Context: an optimization exercise on an open-source flow, tuned for small area, a short achievable clock period and few clock cycles per item. The choices shown serve that exercise and are no tape-out recipe. The RTL was checked by simulation tests, not by an equivalence proof against the original design. Power and IR drop assume default switching activity. No driver is modelled on the clock port, so clocking that relies on it looks cheaper here than on a real chip.

==> branch umber <==
==> flow/design.v <==
module modbus_rx (
    input  wire       clk,
    input  wire       rst,         
    input  wire       in_valid,
    output wire       in_ready,
    input  wire [7:0] in_data,
    output wire       out_valid,
    input  wire       out_ready,
    output wire [7:0] out_data,
    output wire       out_last
);
    localparam integer L  = 261;       
    localparam integer DA = L - 1;     
    localparam integer TA = DA - 1;    
    localparam integer J  = 16;        
    localparam integer Q  = 10;        
    localparam [1:0] T_OK  = 2'd0;
    localparam [1:0] T_FC  = 2'd1;
    localparam [1:0] T_CRC = 2'd2;
    localparam [8:0] LM1 = L - 1;
    localparam [8:0] LM2 = L - 2;
    reg  [8*L-1:0] ring;
    wire     [7:0] ring_in;
    always @(posedge clk)
        ring <= {ring[8*(L-1)-1:0], ring_in};
    localparam [2:0] P_F0 = 3'd0, P_F1 = 3'd1, P_BC = 3'd2, P_DT = 3'd3,
                     P_CL = 3'd4, P_CH = 3'd5;
    reg        in_rdy;
    reg  [8:0] lw;                 
    reg        lw0;                
    reg        lwl;                
    reg  [2:0] ext;                
    reg  [2:0] pst;                
    reg  [7:0] dc;                 
    reg [15:0] crc;
    reg        lo_mm;              
    reg        fc_ok;
    reg  [8:0] le;                 
    reg        le0, le1;           
    reg        win;                
    assign in_ready = in_rdy;
    wire acc    = in_valid & in_rdy;
    wire ext_wr = (ext != 3'd0) && lw0 && !le1;
    wire [7:0] ext_byte = ext[0] ? crc[7:0] : crc[15:8];    
    assign ring_in = acc ? in_data : ext_wr ? ext_byte : ring[8*L-1 -: 8];
    reg [15:0] crc_next;
    integer i;
    always @* begin
        crc_next = ((pst == P_F0) ? 16'hFFFF : crc) ^ {8'h00, in_data};
        for (i = 0; i < 8; i = i + 1)
            crc_next = crc_next[0] ? ((crc_next >> 1) ^ 16'hA001) : (crc_next >> 1);
    end
    wire last_in  = acc && (pst == P_CH);
    wire crc_bad  = lo_mm || (in_data != crc[15:8]);
    wire ext_set  = last_in && crc_bad;
    wire [1:0] push_type = crc_bad ? T_CRC : (fc_ok ? T_OK : T_FC);
    reg  [1:0] q_mem [0:Q-1];
    reg  [3:0] q_wp, q_rp;
    reg        q_ne;               
    reg        q_full;             
    wire [1:0] q_head = q_mem[q_rp];
    localparam [2:0] E_H0 = 3'd0, E_J0 = 3'd1, E_J1 = 3'd2, E_J2 = 3'd3,
                     E_J3 = 3'd4, E_BD = 3'd5;
    reg  [2:0] est;
    reg  [1:0] etype;
    reg  [8:0] er;                 
    reg        eodd;
    reg  [7:0] ad;                 
    reg        b_emit, b_last, b_end, b_crcz, b_rhi;
    reg  [7:0] ta;
    integer k;
    always @* begin
        ta = ring[8*TA +: 8];
        for (k = 1; k < J; k = k + 1)
            if (le[3:0] == k) ta = ring[8*((TA + k) % L) +: 8];
    end
    wire e_ok  = (etype == T_OK);
    wire e_crc = (etype == T_CRC);
    reg       e_emit, e_last;
    reg [7:0] e_byte;
    always @* begin
        e_emit = 1'b0; e_last = 1'b0; e_byte = 8'h00;
        case (est)
            E_H0: begin e_emit = 1'b1; e_byte = {7'd0, q_head != T_OK}; end
            E_J0: begin e_emit = 1'b1;
                        e_byte = e_ok ? ta : e_crc ? 8'h03 : 8'h04; end
            E_J1: begin e_emit = 1'b1;
                        e_byte = e_ok ? ta : e_crc ? 8'h04 : 8'h00;
                        e_last = !e_ok && !e_crc; end
            E_J2: begin e_emit = e_ok; end
            E_J3: begin e_emit = e_ok; e_byte = {1'b0, ad[7:1]};
                        e_last = (ad[7:1] == 7'd0); end
            default: begin
                e_emit = b_emit;
                e_byte = b_rhi ? ta : ad;
                e_last = b_last;
            end
        endcase
    end
    function [4:0] bflags(input [8:0] x, input ok, input crc, input odd);
        begin
            bflags[4] = ok ? (x > {8'd0, odd}) : crc ? (x <= 9'd4) : 1'b0;      
            bflags[3] = ok ? (odd ? (x == 9'd2) : (x == 9'd1)) : (x == 9'd1);   
            bflags[2] = (x == 9'd1);                                              
            bflags[1] = crc && (x <= 9'd5);                                       
            bflags[0] = crc && (x == 9'd4);                                       
        end
    endfunction
    wire [8:0] bc_ext = {1'b0, ad} + (e_crc ? 9'd4 : 9'd0);
    wire       at_j3  = (est == E_J3);
    wire [8:0] er_n   = at_j3 ? bc_ext : er - 9'd1;
    wire       odd_n  = at_j3 ? ad[0] : eodd;
    wire [4:0] bf_n   = bflags(er_n, e_ok, e_crc, odd_n);
    reg       v0, l0;
    reg [7:0] d0;
    assign out_valid = v0;
    assign out_data  = d0;
    assign out_last  = l0;
    wire blk   = b_crcz && (est == E_BD) && (ext != 3'd0) && !q_ne;
    wire e_can = win && !blk && ((est != E_H0) || q_ne);
    wire load  = !v0 || out_ready;
    wire adv   = e_can && (!e_emit || load);
    wire q_pop = adv && (est == E_H0);
    reg        q_push;             
    reg  [1:0] q_type;
    wire       wr      = acc || ext_wr;
    wire       lw_keep = lw0 && wr;
    wire       lw0_n   = lw_keep || lwl;
    wire       ext0_n  = !ext_set && ((ext == 3'd0) || (ext == 3'd1 && ext_wr));
    wire       le1_n   = adv ? le1 : le0;
    wire [8:0] le_inc  = lwrap(le);
    wire       pst_ch_n = acc ? (pst == P_CL) : (pst == P_CH);
    wire       q_room_n = !pst_ch_n || !q_full;
    wire [3:0] q_wp_inc = (q_wp == Q - 1) ? 4'd0 : q_wp + 4'd1;
    wire [3:0] q_rp_inc = (q_rp == Q - 1) ? 4'd0 : q_rp + 4'd1;
    function [8:0] lwrap(input [8:0] x);
        lwrap = (x == LM1) ? 9'd0 : x + 9'd1;
    endfunction
    always @(posedge clk) begin
        if (rst) begin
            in_rdy <= 1'b1;
            lw     <= 9'd0;
            lw0    <= 1'b1;
            lwl    <= 1'b0;
            ext    <= 3'd0;
            pst    <= P_F0;
            q_wp   <= 4'd0;
            q_rp   <= 4'd0;
            q_ne   <= 1'b0;
            q_full <= 1'b0;
            q_push <= 1'b0;
            est    <= E_H0;
            le     <= 9'd2;
            le0    <= 1'b0;
            le1    <= 1'b0;
            win    <= 1'b1;
            v0     <= 1'b0;
        end else begin
            in_rdy <= lw0_n && ext0_n && !le1_n && q_room_n;
            q_push <= last_in;
            lw  <= lw_keep ? 9'd0 : lwrap(lw);
            lw0 <= lw0_n;
            lwl <= !lw_keep && (lw == LM2);
            ext <= ext_set ? 3'd4 : ext_wr ? ext - 3'd1 : ext;
            if (q_push) q_wp <= q_wp_inc;
            if (q_pop)  q_rp <= q_rp_inc;
            case ({q_push, q_pop})
                2'b10: begin q_ne <= 1'b1; q_full <= (q_wp_inc == q_rp); end
                2'b01: begin q_ne <= (q_rp_inc != q_wp); q_full <= 1'b0; end
                default: ;
            endcase
            if (acc) begin
                case (pst)
                    P_F0: pst <= P_F1;
                    P_F1: pst <= P_BC;
                    P_BC: pst <= (in_data == 8'd0) ? P_CL : P_DT;
                    P_DT: if (dc == 8'd1) pst <= P_CL;
                    P_CL: pst <= P_CH;
                    default: pst <= P_F0;
                endcase
            end
            if (adv) begin
                case (est)
                    E_H0: est <= E_J0;
                    E_J0: est <= E_J1;
                    E_J1: est <= E_J2;
                    E_J2: est <= E_J3;
                    E_J3: est <= (bc_ext == 9'd0) ? E_H0 : E_BD;
                    default: if (b_end) est <= E_H0;
                endcase
            end else begin
                le  <= le_inc;
                le0 <= (le == LM1);
                le1 <= le0;
                win <= (le_inc < J);
            end
            if (load) v0 <= e_can && e_emit;
        end
        if (acc) begin
            if (pst != P_CL && pst != P_CH) crc <= crc_next;
            if (pst == P_F1) fc_ok <= (in_data == 8'h03) || (in_data == 8'h04);
            if (pst == P_BC) dc <= in_data;
            if (pst == P_DT) dc <= dc - 8'd1;
            if (pst == P_CL) lo_mm <= (in_data != crc[7:0]);
        end
        q_type <= push_type;
        if (q_push) q_mem[q_wp] <= q_type;
        if (adv) begin
            if (!(est == E_BD && b_rhi)) ad <= ta;
            if (est == E_H0) etype <= q_head;
            if (at_j3 || est == E_BD) begin
                er   <= er_n;
                eodd <= odd_n;
                {b_emit, b_last, b_end, b_crcz, b_rhi} <= bf_n;
            end
        end
        if (rst) begin
            d0 <= 8'h00;
            l0 <= 1'b0;
        end else if (load) begin
            d0 <= e_byte;
            l0 <= e_last;
        end
    end
endmodule
==> flow/flow/run.sh <==
#!/bin/bash
# Own layout flow: the standard ORFS flow (standard.sh), with
#  - clock tree synthesis with larger sink clusters and no dummy loads.
# The SDC, the clock period and every other setting are left as they are.
set -euo pipefail
export CTS_ARGS="-sink_clustering_enable -repair_clock_nets -sink_clustering_size 20 -sink_clustering_max_diameter 60 -root_buf sky130_fd_sc_hd__clkbuf_16 -tree_buf sky130_fd_sc_hd__clkbuf_16 -sink_clustering_buffer sky130_fd_sc_hd__clkbuf_8 -dont_use_dummy_load"
bash standard.sh finish SETUP_SLACK_MARGIN=6.9 > standard.log 2>&1
==> flow/standard.sh <==
#!/bin/bash
# synth_recipe.tcl (not shown) runs the flow's synth.tcl, then flattens the netlist and writes it again
# the make line also repeats each setting of config.mk as NAME=value (left out here)
make -C /OpenROAD-flow-scripts/flow DESIGN_CONFIG=/design/flow/config.mk WORK_HOME=/design/flow/orfs CLKGATE_MAP_FILE= SYNTH_SCRIPT=/design/flow/synth_recipe.tcl "${@:-finish}"
==> flow/config.mk <==
export PLATFORM = sky130hd
export DESIGN_NAME = modbus_rx
export DESIGN_NICKNAME = modbus_rx
export VERILOG_FILES = /design/flow/design.v
export SDC_FILE = /design/flow/constraint.sdc
export NUM_CORES = 4
export LEC_CHECK = 0
export ABC_AREA = 1
export CAP_MARGIN = 20
export CORE_MARGIN = 2
export CORE_UTILIZATION = 40
export SLEW_MARGIN = 20
==> flow/constraint.sdc <==
create_clock -name core_clock -period 10.0 [get_ports {clk}]
set_input_delay 2.0000 -clock core_clock [delete_from_list [all_inputs] [get_ports {clk}]]
set_output_delay 2.0000 -clock core_clock [all_outputs]
set_load 0.01 [all_outputs]
==> branch garnet (differences from branch umber) <==
--- a/flow/design.v
+++ b/flow/design.v
@@ -10,7 +10,7 @@
     output wire       out_last
 );
     localparam integer L  = 261;       
-    localparam integer DA = L - 1;     
+    localparam integer DA = L - 4;     
     localparam integer TA = DA - 1;    
     localparam integer J  = 16;        
     localparam integer Q  = 10;        
@@ -36,11 +36,11 @@
     reg        lo_mm;              
     reg        fc_ok;
     reg  [8:0] le;                 
-    reg        le0, le1;           
+    reg        le3, le4;           
     reg        win;                
     assign in_ready = in_rdy;
     wire acc    = in_valid & in_rdy;
-    wire ext_wr = (ext != 3'd0) && lw0 && !le1;
+    wire ext_wr = (ext != 3'd0) && lw0 && !le4;
     wire [7:0] ext_byte = ext[0] ? crc[7:0] : crc[15:8];    
     assign ring_in = acc ? in_data : ext_wr ? ext_byte : ring[8*L-1 -: 8];
     reg [15:0] crc_next;
@@ -127,7 +127,7 @@
     wire       lw_keep = lw0 && wr;
     wire       lw0_n   = lw_keep || lwl;
     wire       ext0_n  = !ext_set && ((ext == 3'd0) || (ext == 3'd1 && ext_wr));
-    wire       le1_n   = adv ? le1 : le0;
+    wire       le4_n   = adv ? le4 : le3;
     wire [8:0] le_inc  = lwrap(le);
     wire       pst_ch_n = acc ? (pst == P_CL) : (pst == P_CH);
     wire       q_room_n = !pst_ch_n || !q_full;
@@ -150,13 +150,13 @@
             q_full <= 1'b0;
             q_push <= 1'b0;
             est    <= E_H0;
-            le     <= 9'd2;
-            le0    <= 1'b0;
-            le1    <= 1'b0;
+            le     <= (9'd1 - DA[8:0]) + L[8:0];    
+            le3    <= 1'b0;
+            le4    <= 1'b0;
             win    <= 1'b1;
             v0     <= 1'b0;
         end else begin
-            in_rdy <= lw0_n && ext0_n && !le1_n && q_room_n;
+            in_rdy <= lw0_n && ext0_n && !le4_n && q_room_n;
             q_push <= last_in;
             lw  <= lw_keep ? 9'd0 : lwrap(lw);
             lw0 <= lw0_n;
@@ -190,8 +190,8 @@
                 endcase
             end else begin
                 le  <= le_inc;
-                le0 <= (le == LM1);
-                le1 <= le0;
+                le3 <= (le == 9'd2);
+                le4 <= le3;
                 win <= (le_inc < J);
             end
             if (load) v0 <= e_can && e_emit;
==> flow/flow/run.sh (replaced) <==
#!/bin/bash
# Own layout flow: the standard ORFS flow (standard.sh), with
#  - clock tree synthesis with larger sink clusters and no dummy loads.
# The SDC, the clock period and every other setting are left as they are.
set -euo pipefail
export CTS_ARGS="-sink_clustering_enable -repair_clock_nets -sink_clustering_size 30 -sink_clustering_max_diameter 80 -dont_use_dummy_load"
bash standard.sh finish SETUP_SLACK_MARGIN=6.9 > standard.log 2>&1
CORE_UTILIZATION = 66   (was 40)
==> summary.txt <==
metric                                                           branch garnet  branch umber
Mux share of post-synthesis cell area                                   0.164%        0.164%
Initial core utilization                                                 66.4%         40.2%
Adder-cell share of the synthesized area                                0.398%        0.398%
Result of the run                             no timing/DRC/antenna violations  no timing/DRC/antenna violations
Net count of the mapped netlist                                          3,288         3,324
Max_slew headroom                                                        31.9%         23.8%
Per-cell via count in the routed design                                   4.79          4.03
Fin cells                                                                4,343         5,094
Minimum clock period after layout                                      3.13 ns       3.24 ns
# placed instances                                                       4,224         4,932
Layout overhead on the synthesized area                                  7.88%         9.26%
Count of clock-net buffers in the final layout                              86           142
Met2 wire len                                                          33.9 mm       22.3 mm
Setup skew after layout                                              0.0899 ns     0.0667 ns
Utilization after layout                                                 71.7%         43.9%
Met3 track demand over resource                                          2.91%         3.13%
Number of global-route vias before repair                               21,900        19,900
Final-stage net count                                                    3,395         3,474
Leakage power                                                          21.8 nW       21.9 nW
Post-route fraction of the period consumed by the critical path          31.3%         32.4%
Timing-limited maximum frequency                                       320 MHz       308 MHz
Final Hold Slack                                                      0.233 ns      0.263 ns
Antenna violations before repair                                             0             3
Netlist area before placement                                      50,300 um^2   50,300 um^2
Count of plain and timing-repair buffers                                    55            41
Testbench counts of branch umber, summed over its fixed seeds: cycles 26,816, frames 320.
Testbench counts of branch garnet, summed over its fixed seeds: cycles 26,792, frames 320.

afterwards: timing with drivers on the ports:
The results above use ideal ports. As a check the final layouts listed here were re-extracted and re-timed, cells and wires unchanged.
Step 1: set_driving_cell puts a clkbuf_16 on clk and a buf_2 on each other input, an assumption about the parent block.
Step 2 adds t to the input delays and takes it off the output delays; t is the mean of the earliest and latest rising clock arrival at the registers after step 1. Input paths then give back, and output paths get back, about the clock's delay inside the block.
Three values: ideal ports, drivers, drivers and shift; two values: the first two.
| run | t, ns | setup WS [ns] | worst register clock-pin slew, ns | pins driven straight from the clock port |
|---|---|---|---|---|
| branch umber | 0.738 | 6.757 / 6.691 / 6.172 | 0.11 / 0.11 | 1 |
| branch garnet | 0.689 | 6.874 / 6.806 / 6.260 | 0.11 / 0.11 | 1 |
After both steps setup and hold are still met in every run listed. For branch garnet, which loses most, drivers alone change the setup slack by -0.068 ns; drivers and shift together by -0.614 ns.
